Context: an optimization exercise on an open-source flow, tuned for small area, a short achievable clock period and few clock cycles. The choices shown serve that exercise and are no tape-out recipe. RTL that was checked went through simulation tests only; none was proved equivalent to the original. Power is estimated from default activity; no workload was simulated.

## the baseline
==> flow/design.v (excerpt) <==
module evsub_tga (
    input  wire        clk,
    input  wire        rst_n,       
    input  wire        tirq,        
    input  wire        sf_valid,    
    output wire        sf_ready,    
    input  wire [73:0] sf_data,     
    input  wire        sf_err,      
    output wire        ev_valid,    
    input  wire        ev_ready,    
    output wire [39:0] ev_data,     
    output wire        halted       
);
    localparam [2:0] K_PPRESS = 3'd0;
    localparam [2:0] K_PMOVE  = 3'd1;
    localparam [2:0] K_PREL   = 3'd2;
    localparam [2:0] K_PEXIT  = 3'd3;
    localparam [2:0] K_KPRESS = 3'd4;
    localparam [2:0] K_KREL   = 3'd5;
    function [1:0] keyzone;
        input [15:0] x;
        begin
            if (x < 16'd107)      keyzone = 2'd0;
            else if (x < 16'd214) keyzone = 2'd1;
            else if (x < 16'd320) keyzone = 2'd2;
            else                  keyzone = 2'd3;
        end
    endfunction
    reg tirq_q;
    reg tirq_pend;
    reg in_sess;
    reg halt_r;
    wire tirq_fall = tirq_q & ~tirq;
    wire start     = ~in_sess & ~halt_r & (tirq_pend | tirq_fall);
    reg        hv, tv;
    reg [1:0]  hn, tn;              
    reg [24:0] hp0, hp1, tp0, tp1;
    reg [3:0]  hc, tc;              
    assign sf_ready = in_sess & ~tv;
    wire take     = sf_valid & sf_ready;
    wire take_ok  = take & ~sf_err;
    wire [1:0]  in_n  = sf_data[73:72];
  ...
Size in the first run: ~780 cells after synthesis, about 120 I/O pins, roughly 0.0094 mm² of cells after synthesis.
export LEC_CHECK = 0
export CAP_MARGIN = 40
export CORE_MARGIN = 2
export CORE_UTILIZATION = 60
export SLEW_MARGIN = 40
create_clock -name core_clock -period 11.0 [get_ports {clk}]
standard.sh (not shown) runs the stock make flow with config.mk's settings and CLKGATE_MAP_FILE= SYNTH_SCRIPT=/design/flow/synth_recipe.tcl, a recipe that flattens the netlist after the stock synthesis.
==> flow/flow/run.sh <==
#!/bin/bash
set -euo pipefail
export BUFFER_PORTS_ARGS="-buffer_cell sky130_fd_sc_hd__buf_1"
export SETUP_SLACK_MARGIN=7.2
bash standard.sh > flow_standard.log 2>&1
Changes in the candidate relative to the baseline:
--- a/flow/design.v
+++ b/flow/design.v
@@ -74,19 +74,20 @@
             end
         end
     end
     assign halted = halt_r;
     reg  [1:0]  active;
     reg         ptr_valid;
     reg         ptr_id;
     reg  [23:0] lc, lo;
     reg         cid, vc, vo;
-    reg  [4:0]  done;               
+    reg  [1:0]  key0, key1;         
+    reg  [5:0]  done;               
     reg  [1:0]  wr;                 
     reg         outv;
     reg  [2:0]  o_kind;
     reg  [1:0]  o_key;
     reg         o_show;             
     wire [23:0] o_xy = lc & {24{o_show}};
     assign ev_valid = outv;
     assign ev_data  = {2'b00, o_kind, o_key, 1'b0, o_xy[23:8], 8'd0, o_xy[7:0]};
     wire        v0  = hn[1] | hn[0];
@@ -126,30 +127,30 @@
     wire ptr_id1 = pv2 & (pid2 == id1);
     wire e_b0  = B0 & ~ptr_id0 & ~act_id0;
     wire e_b1  = B1 & ~ptr_id1 & ~act_id1 & ~(e_b0 & same);
     wire [1:0] proc = {(v0 & id0) | (v1 & id1), (v0 & ~id0) | (v1 & ~id1)};
     wire r0  = active[0] & ~proc[0];
     wire r1  = active[1] & ~proc[1];
     wire rp0 = r0 & pv2 & ~pid2;
     wire rp1 = r1 & pv2 & pid2;
     wire [5:0] f   = {r1, r0, e_b1, e_b0, e_g1, e_g0};
-    wire [5:0] rem = f & ~{1'b0, done};
+    wire [5:0] rem = f & ~done;
     wire [5:0] sel = rem & ~{rem[4:0], 1'b0} & ~{rem[3:0], 2'b0} & ~{rem[2:0], 3'b0}
                          & ~{rem[1:0], 4'b0} & ~{rem[0], 5'b0};
     wire [2:0] n_kind = (sel[0] ? {2'b00, act_id0}  : 3'd0)
                       | (sel[1] ? {2'b00, act1_id1} : 3'd0)
                       | ((sel[2] | sel[3]) ? K_KPRESS : 3'd0)
                       | (sel[4] ? (rp0 ? K_PREL : K_KREL) : 3'd0)
                       | (sel[5] ? (rp1 ? K_PREL : K_KREL) : 3'd0);
     wire [1:0] n_key  = (sel[2] ? kz0 : 2'd0)
                       | (sel[3] ? kz1 : 2'd0)
-                      | ((sel[4] & ~rp0) ? (cid ? lo[1:0] : lc[1:0]) : 2'd0)
-                      | ((sel[5] & ~rp1) ? (cid ? lc[1:0] : lo[1:0]) : 2'd0);
+                      | ((sel[4] & ~rp0) ? key0 : 2'd0)
+                      | ((sel[5] & ~rp1) ? key1 : 2'd0);
     wire n_show = sel[0] | sel[1] | (sel[4] & rp0) | (sel[5] & rp1);
     wire none   = (rem == 6'd0);
     wire lastev = ((rem & ~sel) == 6'd0);
     wire o_rel  = o_show & (o_kind == K_PREL);
     wire load   = ~outv | (ev_ready & ~o_rel);
     wire pop    = hv & (none | (load & lastev));
     wire ld     = hv & ~none & load;
     wire wid  = sel[1] ? id1 : id0;
     wire wany = sel[0] | sel[1];
@@ -159,51 +160,50 @@
     wire kany = sel[2] | sel[3];
     wire [1:0] act_n = proc & (active | wr | wnow | know | {e_b0 & id0, e_b0 & ~id0}
                                                          | {e_b1 & id1, e_b1 & ~id1});
     wire       pv_n  = pv2 & ~(rp0 | rp1);
     always @(posedge clk) begin
         if (!rst_n) begin
             hv        <= 1'b0;
             tv        <= 1'b0;
             outv      <= 1'b0;
-            done      <= 5'd0;
+            done      <= 6'd0;
             wr        <= 2'b00;
             active    <= 2'b00;
             ptr_valid <= 1'b0;
             ptr_id    <= 1'b0;
             vc        <= 1'b0;
             vo        <= 1'b0;
-            cid       <= 1'b0;
         end else begin
             if (~hv | pop)
                 hv <= tv | take_ok;
             if (tv)
                 tv <= ~(~hv | pop);
             else
                 tv <= take_ok & hv & ~pop;
             if (ld)
                 outv <= 1'b1;
             else if (ev_ready & ~o_rel)
                 outv <= 1'b0;
             if (pop) begin
-                done <= 5'd0;
+                done <= 6'd0;
                 wr   <= 2'b00;
                 if (hn == 2'd0) begin
                     active    <= 2'b00;
                     ptr_valid <= 1'b0;
                     ptr_id    <= 1'b0;
                 end else begin
                     active    <= act_n;
                     ptr_valid <= pv_n;
                     ptr_id    <= pid2;
                 end
             end else if (ld) begin
-                done <= done | {|sel[5:4], |sel[5:3], |sel[5:2], |sel[5:1], |sel[5:0]};
+                done <= done | {|sel[5:5], |sel[5:4], |sel[5:3], |sel[5:2], |sel[5:1], |sel[5:0]};
                 wr   <= wr | wnow | know;
             end
             if (pop & (hn == 2'd0)) begin
                 vc <= 1'b0;
                 vo <= 1'b0;
             end else if (ld & wany) begin
                 vc  <= 1'b1;
                 cid <= wid;
                 if (wid != cid) vo <= vc;
@@ -229,15 +229,14 @@
             o_key  <= n_key;
             o_show <= n_show;
         end else if (ev_ready & o_rel) begin
             o_kind <= K_PEXIT;
             o_show <= 1'b0;
         end
         if (ld & wany) begin
             lc <= sel[0] ? xy0 : xy1;
             if (wid != cid) lo <= lc;
-        end else if (ld & kany) begin
-            if (kid == cid) lc[1:0] <= sel[2] ? kz0 : kz1;
-            else            lo[1:0] <= sel[2] ? kz0 : kz1;
-        end
+        end
+        if (ld & know[0]) key0 <= sel[2] ? kz0 : kz1;
+        if (ld & know[1]) key1 <= sel[2] ? kz0 : kz1;
     end
 endmodule
==> comparison <==
- Across both runs, worst-case vdd ir drop was lower for the candidate than for the baseline.
- The candidate vs the baseline, number of flip-flops and latches went up by 5.
- Looking at fraction of area in multi-input gates, the candidate sits above the baseline.
- Against the baseline, design area in the candidate rose by a few percent.
- As of the candidate, total area of multi-input combinational cells had risen by a few percent compared to the baseline.
- Looking at post-layout net count across the candidate and the baseline, the one that comes out higher is the baseline.
- Count of buffering cells on the critical path with inverters included (the candidate over the baseline): decrease, 1
- Re worst path setup slack after routing: the candidate and the baseline aren't equal, and the higher value belongs to the candidate.
- The candidate: effective utilization at floorplan is 0.71 points lower than what the baseline reported.
- The candidate vs the baseline: wire length up by a few percent
- In the flow results for the candidate and the baseline, the combinational share of power is smaller on the baseline.
- Of the two candidates, the baseline has the worse time the worst path needs with I/O delays and setup and the candidate the better one.
Testbench counts of the candidate, summed over its fixed seeds: cycles 9,358.
Only the layout flow was run in the baseline; the RTL was not checked for function there.

== maple ==
Another version of the RTL of evsub_tga (not shown whole).
Size: ~880 cells after synthesis.
Settings: LEC_CHECK=0, CAP_MARGIN=40, CORE_MARGIN=2, CORE_UTILIZATION=60, SLEW_MARGIN=40; clock period 11.0 ns.
==> flow/flow/run.sh <==
#!/bin/bash
set -euo pipefail
export BUFFER_PORTS_ARGS="-buffer_cell sky130_fd_sc_hd__buf_1"
export SETUP_SLACK_MARGIN=7.0
bash standard.sh > flow_standard.log 2>&1
Input-level comparison between ember and maple:
--- a/flow/design.v
+++ b/flow/design.v
@@ -29,23 +29,36 @@
     reg tirq_q;
     reg tirq_pend;
     reg in_sess;
     reg halt_r;
     wire tirq_fall = tirq_q & ~tirq;
     wire start     = ~in_sess & ~halt_r & (tirq_pend | tirq_fall);
     reg        hv, tv;
     reg [1:0]  hn, tn;              
-    reg [32:0] hp0, hp1, tp0, tp1;  
+    reg [24:0] hp0, hp1, tp0, tp1;
+    reg [3:0]  hc, tc;              
     assign sf_ready = in_sess & ~tv;
     wire take     = sf_valid & sf_ready;
     wire take_ok  = take & ~sf_err;
     wire [1:0]  in_n  = sf_data[73:72];
-    wire [32:0] in_p0 = sf_data[68:36];
-    wire [32:0] in_p1 = sf_data[32:0];
+    wire [32:0] in_q0 = sf_data[68:36];    
+    wire [32:0] in_q1 = sf_data[32:0];
+    wire in_v0 = in_n[1] | in_n[0];
+    wire in_v1 = in_n[1];
+    wire in_g0 = (in_q0[15:8] == 8'd0) & (in_q0[7:4] != 4'hF);
+    wire in_g1 = (in_q1[15:8] == 8'd0) & (in_q1[7:4] != 4'hF);
+    wire [1:0] in_z0 = keyzone(in_q0[31:16]);
+    wire [1:0] in_z1 = keyzone(in_q1[31:16]);
+    wire in_k0 = (in_z0 != 2'd3);
+    wire in_k1 = (in_z1 != 2'd3);
+    wire [24:0] in_p0 = {in_q0[32:16], in_q0[7:2], in_g0 ? in_q0[1:0] : in_z0};
+    wire [24:0] in_p1 = {in_q1[32:16], in_q1[7:2], in_g1 ? in_q1[1:0] : in_z1};
+    wire [3:0] in_c = {in_v1 & ~in_g1 & in_k1, in_v0 & ~in_g0 & in_k0,
+                       in_v1 & in_g1, in_v0 & in_g0};
     always @(posedge clk) begin
         tirq_q <= tirq;
         if (!rst_n) begin
             tirq_pend <= 1'b0;
             in_sess   <= 1'b0;
             halt_r    <= 1'b0;
         end else begin
             tirq_pend <= start ? (tirq_pend & tirq_fall) : (tirq_pend | tirq_fall);
@@ -60,50 +73,48 @@
                 in_sess <= 1'b1;
             end
         end
     end
     assign halted = halt_r;
     reg  [1:0]  active;
     reg         ptr_valid;
     reg         ptr_id;
-    reg  [31:0] last0, last1;       
+    reg  [23:0] last0, last1;
     reg  [1:0]  lv;                 
     reg  [1:0]  key0, key1;         
     reg  [5:0]  done;               
     reg  [1:0]  wr;                 
     reg         outv;
     reg  [2:0]  o_kind;
     reg  [1:0]  o_key;
     reg         o_id;               
     reg         o_s0, o_s1;         
-    wire [31:0] o_xy = (last0 & {32{o_s0}}) | (last1 & {32{o_s1}});
+    wire [23:0] o_xy = (last0 & {24{o_s0}}) | (last1 & {24{o_s1}});
     assign ev_valid = outv;
-    assign ev_data  = {2'b00, o_kind, o_key, 1'b0, o_xy};
+    assign ev_data  = {2'b00, o_kind, o_key, 1'b0, o_xy[23:8], 8'd0, o_xy[7:0]};
     wire        v0  = hn[1] | hn[0];
     wire        v1  = hn[1];
-    wire        id0 = hp0[32];
-    wire        id1 = hp1[32];
-    wire [31:0] xy0 = hp0[31:0];
-    wire [31:0] xy1 = hp1[31:0];
-    wire gy0 = (hp0[15:8] == 8'd0) & (hp0[7:4] != 4'hF);    
-    wire gy1 = (hp1[15:8] == 8'd0) & (hp1[7:4] != 4'hF);
-    wire [1:0] kz0 = keyzone(hp0[31:16]);
-    wire [1:0] kz1 = keyzone(hp1[31:16]);
+    wire        id0 = hp0[24];
+    wire        id1 = hp1[24];
+    wire [23:0] xy0 = hp0[23:0];        
+    wire [23:0] xy1 = hp1[23:0];
+    wire [1:0] kz0 = hp0[1:0];          
+    wire [1:0] kz1 = hp1[1:0];
     wire eqA0 = lv[0] & (xy0 == last0);
     wire eqA1 = lv[1] & (xy0 == last1);
     wire eqB0 = lv[0] & (xy1 == last0);
     wire eqB1 = lv[1] & (xy1 == last1);
     wire eqL0 = id0 ? eqA1 : eqA0;      
     wire eqL1 = id1 ? eqB1 : eqB0;      
     wire same = (id0 == id1);
-    wire G0 = v0 & gy0;
-    wire G1 = v1 & gy1;
-    wire B0 = v0 & ~gy0 & (kz0 != 2'd3);
-    wire B1 = v1 & ~gy1 & (kz1 != 2'd3);
+    wire G0 = hc[0];
+    wire G1 = hc[1];
+    wire B0 = hc[2];
+    wire B1 = hc[3];
     wire act_id0 = id0 ? active[1] : active[0];
     wire act_id1 = id1 ? active[1] : active[0];
     wire set0  = G0 & ~ptr_valid & ~act_id0;
     wire pv1   = ptr_valid | set0;
     wire pid1  = set0 ? id0 : ptr_id;
     wire c_g0  = G0 & pv1 & (pid1 == id0);
     wire e_g0  = c_g0 & ~eqL0;
     wire set1  = G1 & ~pv1 & ~act_id1;
@@ -191,23 +202,23 @@
                 wr   <= wr | wnow | know;
                 lv   <= (lv | wnow) & ~know;
             end
         end
     end
     always @(posedge clk) begin
         if (~hv | pop) begin
             if (tv) begin
-                hn <= tn; hp0 <= tp0; hp1 <= tp1;
+                hn <= tn; hp0 <= tp0; hp1 <= tp1; hc <= tc;
             end else begin
-                hn <= in_n; hp0 <= in_p0; hp1 <= in_p1;
+                hn <= in_n; hp0 <= in_p0; hp1 <= in_p1; hc <= in_c;
             end
         end
         if (take) begin
-            tn <= in_n; tp0 <= in_p0; tp1 <= in_p1;
+            tn <= in_n; tp0 <= in_p0; tp1 <= in_p1; tc <= in_c;
         end
         if (ld) begin
             o_kind <= n_kind;
             o_key  <= n_key;
             o_s0   <= n_show & ~n_id;
             o_s1   <= n_show &  n_id;
             o_id   <= n_id;
         end else if (ev_ready & o_rel) begin
==> comparison <==
The area growth from synthesis to layout of ember is lower than that of maple.
The higher number of flip-flops and latches of ember and maple is in maple.
Delta (ember minus maple): final non-filler cell total -226; number of placement rows moved down; post-route cell area went down.
maple has lower layout buffering overhead excluding clock cells than ember.
Comparing the two runs side by side, ember comes out ahead of maple on mapped cell area.
Comparing ember and maple, final HPWL from detailed placement is higher on maple.
The total global routing track utilization reported for ember is smaller than that of maple by 4.4 points.
maple leaves less setup margin than ember.
The filler cell count in ember sits 15% below the value recorded for maple.
ember — combined area of the multi-input logic cells 0.0010 mm² lower, maple as reference
Register clock-pin slew on the reported worst setup and hold paths across ember and maple: no real change.
Side by side, post-route core utilization turned out lower in ember than in maple.
Testbench counts of ember, summed over its fixed seeds: cycles 9,358.
Function not checked in maple: the RTL went through the layout flow alone.

The RTL this note starts from:
==> flow/design.v <==
module evsub_tga (
    input  wire        clk,
    input  wire        rst_n,       
    input  wire        tirq,        
    input  wire        sf_valid,    
    output wire        sf_ready,    
    input  wire [73:0] sf_data,     
    input  wire        sf_err,      
    output wire        ev_valid,    
    input  wire        ev_ready,    
    output wire [39:0] ev_data,     
    output wire        halted       
);
    localparam [2:0] K_PPRESS = 3'd0;
    localparam [2:0] K_PMOVE  = 3'd1;
    localparam [2:0] K_PREL   = 3'd2;
    localparam [2:0] K_PEXIT  = 3'd3;
    localparam [2:0] K_KPRESS = 3'd4;
    localparam [2:0] K_KREL   = 3'd5;
    function [1:0] keyzone;
        input [15:0] x;
        begin
            if (x < 16'd107)      keyzone = 2'd0;
            else if (x < 16'd214) keyzone = 2'd1;
            else if (x < 16'd320) keyzone = 2'd2;
            else                  keyzone = 2'd3;
        end
    endfunction
    reg tirq_q;
    reg tirq_pend;
    reg in_sess;
    reg halt_r;
    wire tirq_fall = tirq_q & ~tirq;
    wire start     = ~in_sess & ~halt_r & (tirq_pend | tirq_fall);
    reg        hv, tv;
    reg [1:0]  hn, tn;              
    reg [24:0] hp0, hp1, tp0, tp1;
    reg [3:0]  hc, tc;              
    assign sf_ready = in_sess & ~tv;
    wire take     = sf_valid & sf_ready;
    wire take_ok  = take & ~sf_err;
    wire [1:0]  in_n  = sf_data[73:72];
    wire [32:0] in_q0 = sf_data[68:36];    
    wire [32:0] in_q1 = sf_data[32:0];
    wire in_v0 = in_n[1] | in_n[0];
    wire in_v1 = in_n[1];
    wire in_g0 = (in_q0[15:8] == 8'd0) & (in_q0[7:4] != 4'hF);
    wire in_g1 = (in_q1[15:8] == 8'd0) & (in_q1[7:4] != 4'hF);
    wire [1:0] in_z0 = keyzone(in_q0[31:16]);
    wire [1:0] in_z1 = keyzone(in_q1[31:16]);
    wire in_k0 = (in_z0 != 2'd3);
    wire in_k1 = (in_z1 != 2'd3);
    wire [24:0] in_p0 = {in_q0[32:16], in_q0[7:2], in_g0 ? in_q0[1:0] : in_z0};
    wire [24:0] in_p1 = {in_q1[32:16], in_q1[7:2], in_g1 ? in_q1[1:0] : in_z1};
    wire [3:0] in_c = {in_v1 & ~in_g1 & in_k1, in_v0 & ~in_g0 & in_k0,
                       in_v1 & in_g1, in_v0 & in_g0};
    always @(posedge clk) begin
        tirq_q <= tirq;
        if (!rst_n) begin
            tirq_pend <= 1'b0;
            in_sess   <= 1'b0;
            halt_r    <= 1'b0;
        end else begin
            tirq_pend <= start ? (tirq_pend & tirq_fall) : (tirq_pend | tirq_fall);
            if (take) begin
                if (sf_err) begin
                    halt_r  <= 1'b1;
                    in_sess <= 1'b0;
                end else if (in_n == 2'd0) begin
                    in_sess <= 1'b0;
                end
            end else if (start) begin
                in_sess <= 1'b1;
            end
        end
    end
    assign halted = halt_r;
    reg  [1:0]  active;
    reg         ptr_valid;
    reg         ptr_id;
    reg  [23:0] lc, lo;
    reg         cid, vc, vo;
    reg  [1:0]  key0, key1;         
    reg  [5:0]  done;               
    reg  [1:0]  wr;                 
    reg         outv;
    reg  [2:0]  o_kind;
    reg  [1:0]  o_key;
    reg         o_show;             
    wire [23:0] o_xy = lc & {24{o_show}};
    assign ev_valid = outv;
    assign ev_data  = {2'b00, o_kind, o_key, 1'b0, o_xy[23:8], 8'd0, o_xy[7:0]};
    wire        v0  = hn[1] | hn[0];
    wire        v1  = hn[1];
    wire        id0 = hp0[24];
    wire        id1 = hp1[24];
    wire [23:0] xy0 = hp0[23:0];        
    wire [23:0] xy1 = hp1[23:0];
    wire [1:0] kz0 = hp0[1:0];          
    wire [1:0] kz1 = hp1[1:0];
    wire eqAc = vc & (xy0 == lc);
    wire eqAo = vo & (xy0 == lo);
    wire eqBc = vc & (xy1 == lc);
    wire eqBo = vo & (xy1 == lo);
    wire eqL0 = (id0 == cid) ? eqAc : eqAo;      
    wire eqL1 = (id1 == cid) ? eqBc : eqBo;      
    wire same = (id0 == id1);
    wire G0 = hc[0];
    wire G1 = hc[1];
    wire B0 = hc[2];
    wire B1 = hc[3];
    wire act_id0 = id0 ? active[1] : active[0];
    wire act_id1 = id1 ? active[1] : active[0];
    wire set0  = G0 & ~ptr_valid & ~act_id0;
    wire pv1   = ptr_valid | set0;
    wire pid1  = set0 ? id0 : ptr_id;
    wire c_g0  = G0 & pv1 & (pid1 == id0);
    wire e_g0  = c_g0 & ~eqL0;
    wire set1  = G1 & ~pv1 & ~act_id1;
    wire pv2   = pv1 | set1;
    wire pid2  = set1 ? id1 : pid1;
    wire c_g1  = G1 & pv2 & (pid2 == id1);
    wire g0m   = e_g0 & same & ~done[0];
    wire e_g1  = c_g1 & (g0m | ~eqL1);
    wire act1_id1 = act_id1 | wr[id1] | g0m;
    wire ptr_id0 = pv2 & (pid2 == id0);
    wire ptr_id1 = pv2 & (pid2 == id1);
    wire e_b0  = B0 & ~ptr_id0 & ~act_id0;
    wire e_b1  = B1 & ~ptr_id1 & ~act_id1 & ~(e_b0 & same);
    wire [1:0] proc = {(v0 & id0) | (v1 & id1), (v0 & ~id0) | (v1 & ~id1)};
    wire r0  = active[0] & ~proc[0];
    wire r1  = active[1] & ~proc[1];
    wire rp0 = r0 & pv2 & ~pid2;
    wire rp1 = r1 & pv2 & pid2;
    wire [5:0] f   = {r1, r0, e_b1, e_b0, e_g1, e_g0};
    wire [5:0] rem = f & ~done;
    wire [5:0] sel = rem & ~{rem[4:0], 1'b0} & ~{rem[3:0], 2'b0} & ~{rem[2:0], 3'b0}
                         & ~{rem[1:0], 4'b0} & ~{rem[0], 5'b0};
    wire [2:0] n_kind = (sel[0] ? {2'b00, act_id0}  : 3'd0)
                      | (sel[1] ? {2'b00, act1_id1} : 3'd0)
                      | ((sel[2] | sel[3]) ? K_KPRESS : 3'd0)
                      | (sel[4] ? (rp0 ? K_PREL : K_KREL) : 3'd0)
                      | (sel[5] ? (rp1 ? K_PREL : K_KREL) : 3'd0);
    wire [1:0] n_key  = (sel[2] ? kz0 : 2'd0)
                      | (sel[3] ? kz1 : 2'd0)
                      | ((sel[4] & ~rp0) ? key0 : 2'd0)
                      | ((sel[5] & ~rp1) ? key1 : 2'd0);
    wire n_show = sel[0] | sel[1] | (sel[4] & rp0) | (sel[5] & rp1);
    wire none   = (rem == 6'd0);
    wire lastev = ((rem & ~sel) == 6'd0);
    wire o_rel  = o_show & (o_kind == K_PREL);
    wire load   = ~outv | (ev_ready & ~o_rel);
    wire pop    = hv & (none | (load & lastev));
    wire ld     = hv & ~none & load;
    wire wid  = sel[1] ? id1 : id0;
    wire wany = sel[0] | sel[1];
    wire [1:0] wnow = {wany & wid, wany & ~wid};
    wire [1:0] know = {(sel[2] & id0) | (sel[3] & id1), (sel[2] & ~id0) | (sel[3] & ~id1)};
    wire kid  = sel[3] ? id1 : id0;
    wire kany = sel[2] | sel[3];
    wire [1:0] act_n = proc & (active | wr | wnow | know | {e_b0 & id0, e_b0 & ~id0}
                                                         | {e_b1 & id1, e_b1 & ~id1});
    wire       pv_n  = pv2 & ~(rp0 | rp1);
    always @(posedge clk) begin
        if (!rst_n) begin
            hv        <= 1'b0;
            tv        <= 1'b0;
            outv      <= 1'b0;
            done      <= 6'd0;
            wr        <= 2'b00;
            active    <= 2'b00;
            ptr_valid <= 1'b0;
            ptr_id    <= 1'b0;
            vc        <= 1'b0;
            vo        <= 1'b0;
        end else begin
            if (~hv | pop)
                hv <= tv | take_ok;
            if (tv)
                tv <= ~(~hv | pop);
            else
                tv <= take_ok & hv & ~pop;
            if (ld)
                outv <= 1'b1;
            else if (ev_ready & ~o_rel)
                outv <= 1'b0;
            if (pop) begin
                done <= 6'd0;
                wr   <= 2'b00;
                if (hn == 2'd0) begin
                    active    <= 2'b00;
                    ptr_valid <= 1'b0;
                    ptr_id    <= 1'b0;
                end else begin
                    active    <= act_n;
                    ptr_valid <= pv_n;
                    ptr_id    <= pid2;
                end
            end else if (ld) begin
                done <= done | {|sel[5:5], |sel[5:4], |sel[5:3], |sel[5:2], |sel[5:1], |sel[5:0]};
                wr   <= wr | wnow | know;
            end
            if (pop & (hn == 2'd0)) begin
                vc <= 1'b0;
                vo <= 1'b0;
            end else if (ld & wany) begin
                vc  <= 1'b1;
                cid <= wid;
                if (wid != cid) vo <= vc;
            end else if (ld & kany) begin
                if (kid == cid) vc <= 1'b0;
                else            vo <= 1'b0;
            end
        end
    end
    always @(posedge clk) begin
        if (~hv | pop) begin
            if (tv) begin
                hn <= tn; hp0 <= tp0; hp1 <= tp1; hc <= tc;
            end else begin
                hn <= in_n; hp0 <= in_p0; hp1 <= in_p1; hc <= in_c;
            end
        end
        if (take) begin
            tn <= in_n; tp0 <= in_p0; tp1 <= in_p1; tc <= in_c;
        end
        if (ld) begin
            o_kind <= n_kind;
            o_key  <= n_key;
            o_show <= n_show;
        end else if (ev_ready & o_rel) begin
            o_kind <= K_PEXIT;
            o_show <= 1'b0;
        end
        if (ld & wany) begin
            lc <= sel[0] ? xy0 : xy1;
            if (wid != cid) lo <= lc;
        end
        if (ld & know[0]) key0 <= sel[2] ? kz0 : kz1;
        if (ld & know[1]) key1 <= sel[2] ? kz0 : kz1;
    end
endmodule
clock: 11.0 ns
lec_check: 0
cap_margin: 40
core_margin: 2
core_utilization: 60
slew_margin: 40
==> flow/flow/run.sh <==
#!/bin/bash
set -euo pipefail
export BUFFER_PORTS_ARGS="-buffer_cell sky130_fd_sc_hd__buf_1"
export SETUP_SLACK_MARGIN=7.5
bash standard.sh > flow_standard.log 2>&1
Testbench counts at the start, summed over its fixed seeds: cycles 9,358.
==> next run, changes <==
--- a/flow/design.v
+++ b/flow/design.v
@@ -76,36 +76,37 @@
     end
     assign halted = halt_r;
     reg  [1:0]  active;
     reg         ptr_valid;
     reg         ptr_id;
-    reg  [23:0] lc, lo;
-    reg         cid, vc, vo;
+    reg  [23:0] last0, last1;
+    reg  [1:0]  lv;                 
     reg  [1:0]  key0, key1;         
     reg  [5:0]  done;               
     reg  [1:0]  wr;                 
     reg         outv;
     reg  [2:0]  o_kind;
     reg  [1:0]  o_key;
-    reg         o_show;             
-    wire [23:0] o_xy = lc & {24{o_show}};
+    reg         o_id;               
+    reg         o_s0, o_s1;         
+    wire [23:0] o_xy = (last0 & {24{o_s0}}) | (last1 & {24{o_s1}});
     assign ev_valid = outv;
     assign ev_data  = {2'b00, o_kind, o_key, 1'b0, o_xy[23:8], 8'd0, o_xy[7:0]};
     wire        v0  = hn[1] | hn[0];
     wire        v1  = hn[1];
     wire        id0 = hp0[24];
     wire        id1 = hp1[24];
     wire [23:0] xy0 = hp0[23:0];        
     wire [23:0] xy1 = hp1[23:0];
     wire [1:0] kz0 = hp0[1:0];          
     wire [1:0] kz1 = hp1[1:0];
-    wire eqAc = vc & (xy0 == lc);
-    wire eqAo = vo & (xy0 == lo);
-    wire eqBc = vc & (xy1 == lc);
-    wire eqBo = vo & (xy1 == lo);
-    wire eqL0 = (id0 == cid) ? eqAc : eqAo;      
-    wire eqL1 = (id1 == cid) ? eqBc : eqBo;      
+    wire eqA0 = lv[0] & (xy0 == last0);
+    wire eqA1 = lv[1] & (xy0 == last1);
+    wire eqB0 = lv[0] & (xy1 == last0);
+    wire eqB1 = lv[1] & (xy1 == last1);
+    wire eqL0 = id0 ? eqA1 : eqA0;      
+    wire eqL1 = id1 ? eqB1 : eqB0;      
     wire same = (id0 == id1);
     wire G0 = hc[0];
     wire G1 = hc[1];
     wire B0 = hc[2];
     wire B1 = hc[3];
@@ -146,20 +147,19 @@
                       | ((sel[4] & ~rp0) ? key0 : 2'd0)
                       | ((sel[5] & ~rp1) ? key1 : 2'd0);
     wire n_show = sel[0] | sel[1] | (sel[4] & rp0) | (sel[5] & rp1);
     wire none   = (rem == 6'd0);
     wire lastev = ((rem & ~sel) == 6'd0);
-    wire o_rel  = o_show & (o_kind == K_PREL);
+    wire o_rel  = (o_s0 | o_s1) & (o_kind == K_PREL);
     wire load   = ~outv | (ev_ready & ~o_rel);
     wire pop    = hv & (none | (load & lastev));
     wire ld     = hv & ~none & load;
     wire wid  = sel[1] ? id1 : id0;
     wire wany = sel[0] | sel[1];
     wire [1:0] wnow = {wany & wid, wany & ~wid};
     wire [1:0] know = {(sel[2] & id0) | (sel[3] & id1), (sel[2] & ~id0) | (sel[3] & ~id1)};
-    wire kid  = sel[3] ? id1 : id0;
-    wire kany = sel[2] | sel[3];
+    wire n_id = wany ? wid : o_id;
     wire [1:0] act_n = proc & (active | wr | wnow | know | {e_b0 & id0, e_b0 & ~id0}
                                                          | {e_b1 & id1, e_b1 & ~id1});
     wire       pv_n  = pv2 & ~(rp0 | rp1);
     always @(posedge clk) begin
         if (!rst_n) begin
@@ -169,12 +169,11 @@
             done      <= 6'd0;
             wr        <= 2'b00;
             active    <= 2'b00;
             ptr_valid <= 1'b0;
             ptr_id    <= 1'b0;
-            vc        <= 1'b0;
-            vo        <= 1'b0;
+            lv        <= 2'b00;
         end else begin
             if (~hv | pop)
                 hv <= tv | take_ok;
             if (tv)
                 tv <= ~(~hv | pop);
@@ -189,29 +188,21 @@
                 wr   <= 2'b00;
                 if (hn == 2'd0) begin
                     active    <= 2'b00;
                     ptr_valid <= 1'b0;
                     ptr_id    <= 1'b0;
+                    lv        <= 2'b00;
                 end else begin
                     active    <= act_n;
                     ptr_valid <= pv_n;
                     ptr_id    <= pid2;
+                    lv        <= (lv | wnow) & ~know;
                 end
             end else if (ld) begin
                 done <= done | {|sel[5:5], |sel[5:4], |sel[5:3], |sel[5:2], |sel[5:1], |sel[5:0]};
                 wr   <= wr | wnow | know;
-            end
-            if (pop & (hn == 2'd0)) begin
-                vc <= 1'b0;
-                vo <= 1'b0;
-            end else if (ld & wany) begin
-                vc  <= 1'b1;
-                cid <= wid;
-                if (wid != cid) vo <= vc;
-            end else if (ld & kany) begin
-                if (kid == cid) vc <= 1'b0;
-                else            vo <= 1'b0;
+                lv   <= (lv | wnow) & ~know;
             end
         end
     end
     always @(posedge clk) begin
         if (~hv | pop) begin
@@ -225,18 +216,19 @@
             tn <= in_n; tp0 <= in_p0; tp1 <= in_p1; tc <= in_c;
         end
         if (ld) begin
             o_kind <= n_kind;
             o_key  <= n_key;
-            o_show <= n_show;
+            o_s0   <= n_show & ~n_id;
+            o_s1   <= n_show &  n_id;
+            o_id   <= n_id;
         end else if (ev_ready & o_rel) begin
             o_kind <= K_PEXIT;
-            o_show <= 1'b0;
-        end
-        if (ld & wany) begin
-            lc <= sel[0] ? xy0 : xy1;
-            if (wid != cid) lo <= lc;
-        end
+            o_s0   <= 1'b0;
+            o_s1   <= 1'b0;
+        end
+        if (ld & wnow[0]) last0 <= sel[0] ? xy0 : xy1;
+        if (ld & wnow[1]) last1 <= sel[0] ? xy0 : xy1;
         if (ld & know[0]) key0 <= sel[2] ? kz0 : kz1;
         if (ld & know[1]) key1 <= sel[2] ? kz0 : kz1;
     end
 endmodule
Result: The new run produced a clean layout; cell area goes down by a few percent; sequential power is higher slightly; via count falls by a few percent; critical path depth came out higher by 1; power came out lower slightly; clock power falls by a few percent.
Testbench counts after the change, summed over its fixed seeds: cycles 9,358.

## separate check: timing with driven ports
No port has a modelled driver above. Below, the same layouts with a new extraction and two added sets of constraints.
Step 1 sets driving cells, clkbuf_16 on the clock port and buf_2 on the other inputs (assumed; they add their load-dependent delay and slew).
Step 2 moves the port delays by t, midway between the first and last clock arrival at a register: inputs arrive t later, outputs are due t later. That takes back most of the time a late clock gives input paths.
a / b / c = no drivers / after step 1 / after step 2; a / b = the first two.
run | shift t [ns] | setup slack, ns | slew at the worst register clock pin (ns)
the baseline | 0.478 | 7.214 / 7.236 / 6.757 | 0.08 / 0.08
the candidate | 0.483 | 7.335 / 7.296 / 6.937 | 0.08 / 0.08
maple | 0.575 | 7.030 / 6.983 / 6.516 | 0.07 / 0.07
ember | 0.479 | 7.127 / 7.147 / 6.668 | 0.08 / 0.08
the first run of note 3 | 0.478 | 7.418 / 7.372 / 7.088 | 0.08 / 0.08
the second run of note 3 | 0.475 | 7.223 / 7.179 / 6.960 | 0.08 / 0.08
After both steps setup and hold are still met in every run listed. For maple, which loses most, drivers alone change the setup slack by -0.047 ns; drivers and shift together by -0.514 ns.
